Source: an optimization exercise on an open RTL-to-GDS flow (aim: small area, a short achievable clock period and few clock cycles). Production flows keep margins and buffers that such runs may drop. No functional check of the RTL was part of this run. No activity file was given, so power comes from the tool's default toggle rates.

`flow/config.mk`:
```
export PLATFORM = sky130hd
export DESIGN_NAME = hqd_bsx
export DESIGN_NICKNAME = hqd_bsx
export VERILOG_FILES = /design/flow/design.v
export SDC_FILE = /design/flow/constraint.sdc
export NUM_CORES = 4
export LEC_CHECK = 0
export CAP_MARGIN = 20
export CORE_MARGIN = 2
export CORE_UTILIZATION = 40
export SLEW_MARGIN = 20
```
`flow/constraint.sdc`:
```
create_clock -name core_clock -period 25.0 [get_ports {clk}]
set_input_delay 5.0000 -clock core_clock [delete_from_list [all_inputs] [get_ports {clk}]]
set_output_delay 5.0000 -clock core_clock [all_outputs]
set_load 0.01 [all_outputs]
```
`flow/design.v`:
```
module hqd_bsx (
    input  wire        clk,
    input  wire        rst,
    input  wire        reg_we,
    input  wire [3:0]  reg_addr,
    input  wire [15:0] reg_wdata,
    output reg  [15:0] reg_rdata,
    input  wire        g_we,
    input  wire [7:0]  g_row,
    input  wire [7:0]  g_col,
    input  wire        g_d,
    output wire        s_valid,
    output wire [1:0]  s_sym,
    input  wire        s_ready
);
    localparam integer NMAX = 33;
    localparam [3:0] R_CMD     = 4'd0;
    localparam [3:0] R_STATUS  = 4'd1;
    localparam [3:0] R_SIZE    = 4'd2;
    localparam [3:0] R_MASK    = 4'd3;
    localparam [3:0] R_FMTRAW  = 4'd4;
    localparam [3:0] R_FMTINFO = 4'd5;
    localparam [3:0] R_COUNT   = 4'd6;
    localparam [3:0] R_VERSION = 4'd7;
    localparam [3:0] R_PROW    = 4'd8;
    localparam [3:0] R_PCOL    = 4'd9;
    localparam [3:0] R_PRES    = 4'd10;
    localparam [7:0] C_NOP   = 8'h00;
    localparam [7:0] C_FMT   = 8'h01;
    localparam [7:0] C_SCAN  = 8'h02;
    localparam [7:0] C_RUN   = 8'h03;
    localparam [7:0] C_PROBE = 8'h04;
    localparam [3:0] E_NONE    = 4'd0;
    localparam [3:0] E_SHAPE   = 4'd1;
    localparam [3:0] E_BOUNDS  = 4'd2;
    localparam [3:0] E_ILLEGAL = 4'd6;
    localparam [1:0] S_IDLE = 2'd0;
    localparam [1:0] S_FMT  = 2'd1;
    localparam [1:0] S_SCAN = 2'd2;
    localparam [1:0] S_END  = 2'd3;
    localparam [14:0] FMT_KEY = 15'h5412;
    function should_invert;
        input [2:0] m;
        input [7:0] r;
        input [7:0] c;
        reg   [15:0] prod;
        reg   [8:0]  sum;
        begin
            prod = r * c;
            sum  = r + c;
            case (m)
                3'd0: should_invert = (sum % 2) == 0;
                3'd1: should_invert = (r % 2) == 0;
                3'd2: should_invert = (c % 3) == 0;
                3'd3: should_invert = (sum % 3) == 0;
                3'd4: should_invert = ((r / 2) + ((c / 3) % 2)) == 0;
                3'd5: should_invert = ((prod % 2) + (prod % 3)) == 0;
                3'd6: should_invert = (((prod % 2) + (prod % 3)) % 2) == 0;
                default: should_invert = (((prod % 2) + (sum % 2)) % 2) == 0;
            endcase
        end
    endfunction
    function is_function_pattern;
        input [7:0] n;
        input [7:0] r;
        input [7:0] c;
        reg p1, p2, p3, p4, p5;
        begin
            p1 = ({1'b0, c} + 9'd8 >= {1'b0, n}) && (r <= 8'd8);
            p2 = ({1'b0, c} + 9'd9 >= {1'b0, n}) && ({1'b0, c} + 9'd5 <= {1'b0, n}) &&
                 ({1'b0, r} + 9'd9 >= {1'b0, n}) && ({1'b0, r} + 9'd5 <= {1'b0, n});
            p3 = (r == 8'd6) || (c == 8'd6);
            p4 = (c <= 8'd8) && (r <= 8'd8);
            p5 = (c <= 8'd8) && ({1'b0, r} + 9'd7 >= {1'b0, n});
            is_function_pattern = p1 || p2 || p3 || p4 || p5;
        end
    endfunction
    reg [NMAX*NMAX-1:0] grid;           
    reg [1:0]  seq;
    reg        cmd_run;                 
    reg [3:0]  fmt_i;
    reg [14:0] rawsh;
    reg [7:0]  n_cur;                   
    reg [7:0]  scan_col0;               
    reg [7:0]  scan_t;                  
    reg        scan_side;               
    reg        st_done;
    reg        st_fmtv;
    reg [3:0]  st_err;
    reg [7:0]  size_r;
    reg [2:0]  mask_r;
    reg [14:0] fmtraw_r;
    reg [14:0] fmtinfo_r;
    reg [15:0] count_r;
    reg [7:0]  prow_r;
    reg [7:0]  pcol_r;
    reg [3:0]  pres_r;
    wire busy = (seq != S_IDLE);
    wire size_legal = (size_r >= 8'd21) && (size_r <= NMAX) && (size_r[1:0] == 2'b01);
    wire [7:0] version = size_legal ? (((size_r - 8'd21) >> 2) + 8'd1) : 8'd0;
    reg [7:0] fmt_row;
    always @(*) begin
        if (fmt_i <= 4'd5)
            fmt_row = {4'd0, fmt_i};
        else if (fmt_i <= 4'd7)
            fmt_row = {4'd0, fmt_i} + 8'd1;
        else
            fmt_row = n_cur - 8'd15 + {4'd0, fmt_i};
    end
    wire       scan_up  = (scan_col0[1:0] == 2'b00);
    wire [7:0] scan_row = scan_up ? (n_cur - 8'd1 - scan_t) : scan_t;
    wire [7:0] scan_col = scan_col0 - {7'd0, scan_side};
    reg [7:0] rd_row;
    reg [7:0] rd_col;
    always @(*) begin
        case (seq)
            S_FMT:   begin rd_row = fmt_row;  rd_col = 8'd8;     end
            S_SCAN:  begin rd_row = scan_row; rd_col = scan_col; end
            default: begin rd_row = prow_r;   rd_col = pcol_r;   end
        endcase
    end
    wire [7:0] n_cur_or_size = busy ? n_cur : size_r;
    wire in_store = (rd_row < NMAX) && (rd_col < NMAX);
    wire rd_mod   = in_store ? grid[rd_row * NMAX + rd_col] : 1'b0;
    wire rd_func  = is_function_pattern(n_cur_or_size, rd_row, rd_col);
    wire rd_inv   = should_invert(mask_r, rd_row, rd_col);
    wire rd_bit   = rd_mod ^ rd_inv;
    wire scan_data = (seq == S_SCAN) && !rd_func;
    assign s_valid = scan_data || (seq == S_END);
    assign s_sym   = (seq == S_END) ? 2'd2 : {1'b0, rd_bit};
    wire   xfer    = s_valid && s_ready;
    always @(*) begin
        case (reg_addr)
            R_STATUS:  reg_rdata = {8'd0, st_err, 1'b0, st_fmtv, st_done, busy};
            R_SIZE:    reg_rdata = {8'd0, size_r};
            R_MASK:    reg_rdata = {13'd0, mask_r};
            R_FMTRAW:  reg_rdata = {1'b0, fmtraw_r};
            R_FMTINFO: reg_rdata = {1'b0, fmtinfo_r};
            R_COUNT:   reg_rdata = count_r;
            R_VERSION: reg_rdata = {8'd0, version};
            R_PROW:    reg_rdata = {8'd0, prow_r};
            R_PCOL:    reg_rdata = {8'd0, pcol_r};
            R_PRES:    reg_rdata = {12'd0, pres_r};
            default:   reg_rdata = 16'd0;
        endcase
    end
    always @(posedge clk) begin
        if (g_we && !busy && (g_row < NMAX) && (g_col < NMAX))
            grid[g_row * NMAX + g_col] <= g_d;
    end
    wire       cmd_wr = reg_we && (reg_addr == R_CMD) && !busy;
    wire [7:0] cmd_w  = reg_wdata[7:0];
    wire [14:0] raw_full = {rd_mod, rawsh[13:0]};
    wire [14:0] f_full   = raw_full ^ FMT_KEY;
    wire scan_last_row  = (scan_t == n_cur - 8'd1);
    wire scan_last_pair = (scan_col0 == 8'd3);
    wire scan_step      = (seq == S_SCAN) && (rd_func || s_ready);
    always @(posedge clk) begin
        if (rst) begin
            seq       <= S_IDLE;
            cmd_run   <= 1'b0;
            fmt_i     <= 4'd0;
            rawsh     <= 15'd0;
            n_cur     <= 8'd0;
            scan_col0 <= 8'd0;
            scan_t    <= 8'd0;
            scan_side <= 1'b0;
            st_done   <= 1'b0;
            st_fmtv   <= 1'b0;
            st_err    <= E_NONE;
            size_r    <= 8'd0;
            mask_r    <= 3'd0;
            fmtraw_r  <= 15'd0;
            fmtinfo_r <= 15'd0;
            count_r   <= 16'd0;
            prow_r    <= 8'd0;
            pcol_r    <= 8'd0;
            pres_r    <= 4'd0;
        end else begin
            if (reg_we && !busy) begin
                case (reg_addr)
                    R_SIZE: size_r <= reg_wdata[7:0];
                    R_MASK: mask_r <= reg_wdata[2:0];
                    R_PROW: prow_r <= reg_wdata[7:0];
                    R_PCOL: pcol_r <= reg_wdata[7:0];
                    default: ;
                endcase
            end
            case (seq)
                S_IDLE: begin
                    if (cmd_wr && cmd_w != C_NOP) begin
                        st_done <= 1'b0;
                        st_err  <= E_NONE;
                        if (cmd_w > C_PROBE) begin
                            st_err <= E_ILLEGAL;
                        end else if (!size_legal) begin
                            st_err <= E_SHAPE;
                        end else if (cmd_w == C_PROBE) begin
                            if (prow_r >= size_r || pcol_r >= size_r) begin
                                st_err <= E_BOUNDS;
                            end else begin
                                pres_r  <= {rd_bit, rd_inv, rd_func, rd_mod};
                                st_done <= 1'b1;
                            end
                        end else begin
                            n_cur   <= size_r;
                            cmd_run <= (cmd_w == C_RUN);
                            if (cmd_w == C_SCAN) begin
                                seq       <= S_SCAN;
                                count_r   <= 16'd0;
                                scan_col0 <= size_r - 8'd1;
                                scan_t    <= 8'd0;
                                scan_side <= 1'b0;
                            end else begin
                                seq     <= S_FMT;
                                st_fmtv <= 1'b0;
                                fmt_i   <= 4'd0;
                            end
                        end
                    end
                end
                S_FMT: begin
                    rawsh[fmt_i] <= rd_mod;
                    if (fmt_i == 4'd14) begin
                        fmtraw_r  <= raw_full;
                        fmtinfo_r <= f_full;
                        mask_r    <= f_full[12:10];
                        st_fmtv   <= 1'b1;
                        if (cmd_run) begin
                            seq       <= S_SCAN;
                            count_r   <= 16'd0;
                            scan_col0 <= n_cur - 8'd1;
                            scan_t    <= 8'd0;
                            scan_side <= 1'b0;
                        end else begin
                            seq     <= S_IDLE;
                            st_done <= 1'b1;
                        end
                    end else begin
                        fmt_i <= fmt_i + 4'd1;
                    end
                end
                S_SCAN: begin
                    if (scan_step) begin
                        if (!rd_func)
                            count_r <= count_r + 16'd1;
                        if (!scan_side) begin
                            scan_side <= 1'b1;
                        end else begin
                            scan_side <= 1'b0;
                            if (!scan_last_row) begin
                                scan_t <= scan_t + 8'd1;
                            end else begin
                                scan_t <= 8'd0;
                                if (scan_last_pair)
                                    seq <= S_END;
                                else if (scan_col0 == 8'd8)
                                    scan_col0 <= 8'd5;
                                else
                                    scan_col0 <= scan_col0 - 8'd2;
                            end
                        end
                    end
                end
                S_END: begin
                    if (xfer) begin
                        seq     <= S_IDLE;
                        st_done <= 1'b1;
                    end
                end
                default: seq <= S_IDLE;
            endcase
        end
    end
endmodule
```
`flow/run.sh`:
```
#!/bin/bash
# synth_recipe.tcl (not shown) runs the flow's synth.tcl, then flattens the netlist and writes it again
# the make line also repeats each setting of config.mk as NAME=value (left out here)
make -C /OpenROAD-flow-scripts/flow DESIGN_CONFIG=/design/flow/config.mk WORK_HOME=/design/flow/orfs CLKGATE_MAP_FILE= SYNTH_SCRIPT=/design/flow/synth_recipe.tcl finish
```
==> run summary <==
## kinds of logic after synthesis
logic type	count (synthesis)
muxes	1160
buffers and inverters	759
DFF	1207
AOI/OAI and AO/OA	1111
and+or+nand+nor	2759
adders and majority gates	269
xor gates and xnor gates	196
## metal layers
metal	routed length, um	vias to the layer above	track usage, %
li1	-	27100	-
met1	96300	30100	30.1
met2	108000	2423	35.8
met3	18500	403	3.64
met4	7070	6	6.84
met5	37	-	0
## cell usage in the layout, fill, tap and decap left out, drive strengths merged, types with 32 or more instances in the layout
cell / count
nor2: 471
nand3: 484
xnor2: 141
dfxtp: 118
a21oi: 210
buf: 166
clkdlybuf4s50: 50
nand4: 37
o21ai: 523
a21o: 33
nand2b: 68
a211oi: 32
xor2: 53
edfxtp: 1089
mux2: 715
clkbuf: 184
inv: 183
ha: 213
fa: 53
mux2i: 83
mux4: 362
nand2: 1388
nor3: 87
nor2b: 41
clkinv: 57
## report_power, final
group / leakage, nW / switching, mW / internal [mW]
registers: 10.8 / 0.00560 / 2.18
clock network: 2.16 / 0.885 / 1.15
logic: 15.6 / 0.615 / 0.158
## final cells by class
| class | count | area (sq um) | area share (%) |
|---|---|---|---|
| Tap cell | 2640 | 3300 | 3.78 |
| Clock buffer | 184 | 3720 | 4.26 |
| Clock inverter | 75 | 762 | 0.873 |
| Sequential cell | 1207 | 35100 | 40.2 |
| Inverter | 178 | 683 | 0.783 |
| Antenna cell | 4 | 10.0 | 0.0115 |
| Timing Repair Buffer | 216 | 1830 | 2.09 |
| Multi-Input combinational cell | 5495 | 41900 | 48.0 |
## worst min-delay path: cells and delay by family, from the launching register on
kind             cells  cell delay, ps
AO/OA/AOI/OAI        1              50
flip-flops           1             310
AND/OR/NAND/NOR      1              50
## sequential cells by signal, indices dropped and copies added (netlist names)
name and cells:
pcol_r 8, size_r 8, st_err 3, st_fmtv 1, st_done 1, fmtinfo_r 15, cmd_run 1, fmtraw_r 5
n_cur 8, scan_t 8, count_r 16, pres_r 4, scan_side 1, mask_r 3, prow_r 8, fmt_i 4
scan_col0 8, rawsh 14, seq 2, grid 1089
## through the flow
stage	cells	setup WS, ps	utilization, %	instance area (sq um)	power, mW
floorplan	7461	-16750	-	79600	2.65
global placement	9733	2330	41.9	82700	2.98
detailed placement	9734	2110	41.9	82800	2.98
CTS	9993	1220	44.2	87200	5.01
global route	9996	154	44.2	87300	5.13
finish	9999	1240	44.2	87300	4.99
## worst paths after layout
path | depth (start not counted) | endpoint
setup reg to reg | 60 | pres_r[3]$_SDFFE_PP0P_
hold / removal | 2 | rawsh[5]$_SDFFE_PP0N_
setup / recovery | 61 | s_sym[0]
hold reg to reg | 2 | rawsh[5]$_SDFFE_PP0N_
## what timing repair did
item | CTS | global route
setup buffers | 0 | 0
resized for setup | 0 | 1
endpoints found under the setup margin | 0 | 1
==> key figures <==
Clocking
  – Clk root buf: clkbuf_16
  – TritonCTS Buffers: 140
  – CTS Sinks: 1207
  – Clk latency of the worst-skew pair: 800 ps
  – CTS Buffer Depth: 3
  – Clk pin slew, worst setup/hold paths: roughly 60 ps
  – H-Tree Depth: 4
  – Hold Buf Count CTS: 0
  – CTS tree: built

Route
  – First-iteration detailed-routing DRC count: 6909
  – Via count: about 60000
  – Drt drc: 0
  – Number of routed nets with antenna violations: 0
  – DR vias/cell: about 6.0
  – Post-Route WL: 229 mm
  – First-pass DRT Iterations: 8
  – WL per Instance: 23.0 um

Synthesis
  – Count leader, synth: nand2_1
  – Most used DFF post-synth: edfxtp_1
  – Top cells by area, synth: edfxtp_1 41%, mux4_2 10%, mux2_2 10%
  – FFs w/ async S/R, synth: 0%
  – Post-synth top area share: 41.1%
  – Register area share after synthesis: 44.1%
  – Library cells used by synthesis: 127
  – Main combinational cell family by area after synthesis: multiplexers
  – XOR/XNOR share of the synthesized area: 2.23%
  – Mean Syn Cell Area: 10.7 sq um
  – Mux cell area share after synthesis: between 20% and 30%
  – Adder-cell share of the synthesized area: 4.72%
  – Compound-cell area share of the yosys netlist: 8.61%
  – Netlist Area Pre-Place: 79500 sq um
  – Post-synth EDFFs: 1089
  – Post-synthesis simple-gate area fraction: 15.3%
  – Commonest cells in the netlist: 1385 x nand2_1, 1089 x edfxtp_1, 713 x mux2_2
  – Syn Inst Count: 7461
  – Cell taking the most area after synthesis: edfxtp_1
  – Register bit total from synthesis: 1207
  – Mapped Nets: 7769
  – Yosys Warn Count: 1

STA
  – Final min period: 23760 ps
  – Unrepaired setup endpoints after global routing: no
  – Final hold vios: 0
  – Final setup fails: 0
  – Setup TNS: 0 ps
  – Final Cycle Share: 95.1%
  – Fmax achieved: 42.1 MHz
  – Worst Skew: around 69 ps
  – Max-slew headroom: 18.7%
  – Worst-Margin Slew: 1220 ps
  – Hold Worst Slack: about 450 ps
  – Max Slew Vio Count: 0

GRT
  – Gr ovfl total: 0
  – Vias in the first global route: 58500
  – First-pass GRT wire length: 355 mm
  – Initial antenna violation count: 8
  – Overall global routing resource usage: 22.0%
  – Largest net degree at the start of global routing: between 150 and 200

Setup path
  – Critical Path RT: roughly 20000 ps
  – CP Class: register to output pin
  – Arr. time, crit path: around 19000 ps
  – Slowest stage cell on the critical path: a32oi_1
  – Worst Setup End Kind: output pin
  – CP delay by family, top: compound AO/OA/AOI/OAI gates
  – RR Startpoint: n_cur[0]$_SDFFE_PP0P_
  – Worst-path fanout max: 16
  – Max incr delay on CP: 610 ps
  – WP buf/inv: 7
  – Critical path's most frequent cell: ha_1
  – R2r setup slk: 7370 ps
  – Worst setup path start: n_cur[0]$_SDFFE_PP0P_
  – Type of origin of the critical path: register

Cells and area
  – Area Overhead vs Synth: 9.76%
  – Ratio of cells with drive above 1 in the final layout: 21.5%
  – Fillers: 18500
  – Final nets: between 7000 and 8000

Floorplanning
  – Ports: 61
  – Die height: between 400 and 500 um
  – # rows: 163
  – Initial Util: 40.3%
  – Core area: between 150000 and 200000 sq um
  – Die Wd: 450 um
  – Area of the die: a little over 200000 sq um

Pwr
  – Maximum VDD drop: just over 70 uV
  – Cell Pwr Density: 57.2 nW/um^2
  – Leakage Power: 28.5 nW

Run status
  – Outcome: timing/DRC/antenna clean

Placed design
  – Post-DP HPWL: roughly 140 mm
  – RePlAce Congestion: around 0.90
  – PortBufs: 52

Min path
  – Hold/Removal Path Class: register to register
  – Hold Startpoint: rawsh[5]$_SDFFE_PP0N_

Job
  – # Max-Cap Violations: 0

==> separate check: timing with driven ports <==
The flow's constraints put no driver on any port. The routed layout listed below was extracted and timed again, unchanged, in two steps. Step 1 sets driving cells, clkbuf_16 on the clock port and buf_2 on the other inputs (assumed; they add their load-dependent delay and slew). Step 2, shift: input delay + t, output delay - t, t = (earliest + latest rising clock arrival at the registers) / 2. This alone moves slack from input paths to output paths. a / b / c = ideal ports / drivers / drivers and shift; a / b = the first two.
shift t [ns]: 0.851
slack for setup (ns): 1.236 / 1.155 / 2.005
latest minus earliest clock arrival (ns): 0.075 / 0.075
pins driven straight from the clock port: 1
After both steps setup and hold are still met in this run. For this run, drivers alone change the setup slack by -0.081 ns; drivers and shift together by +0.769 ns.
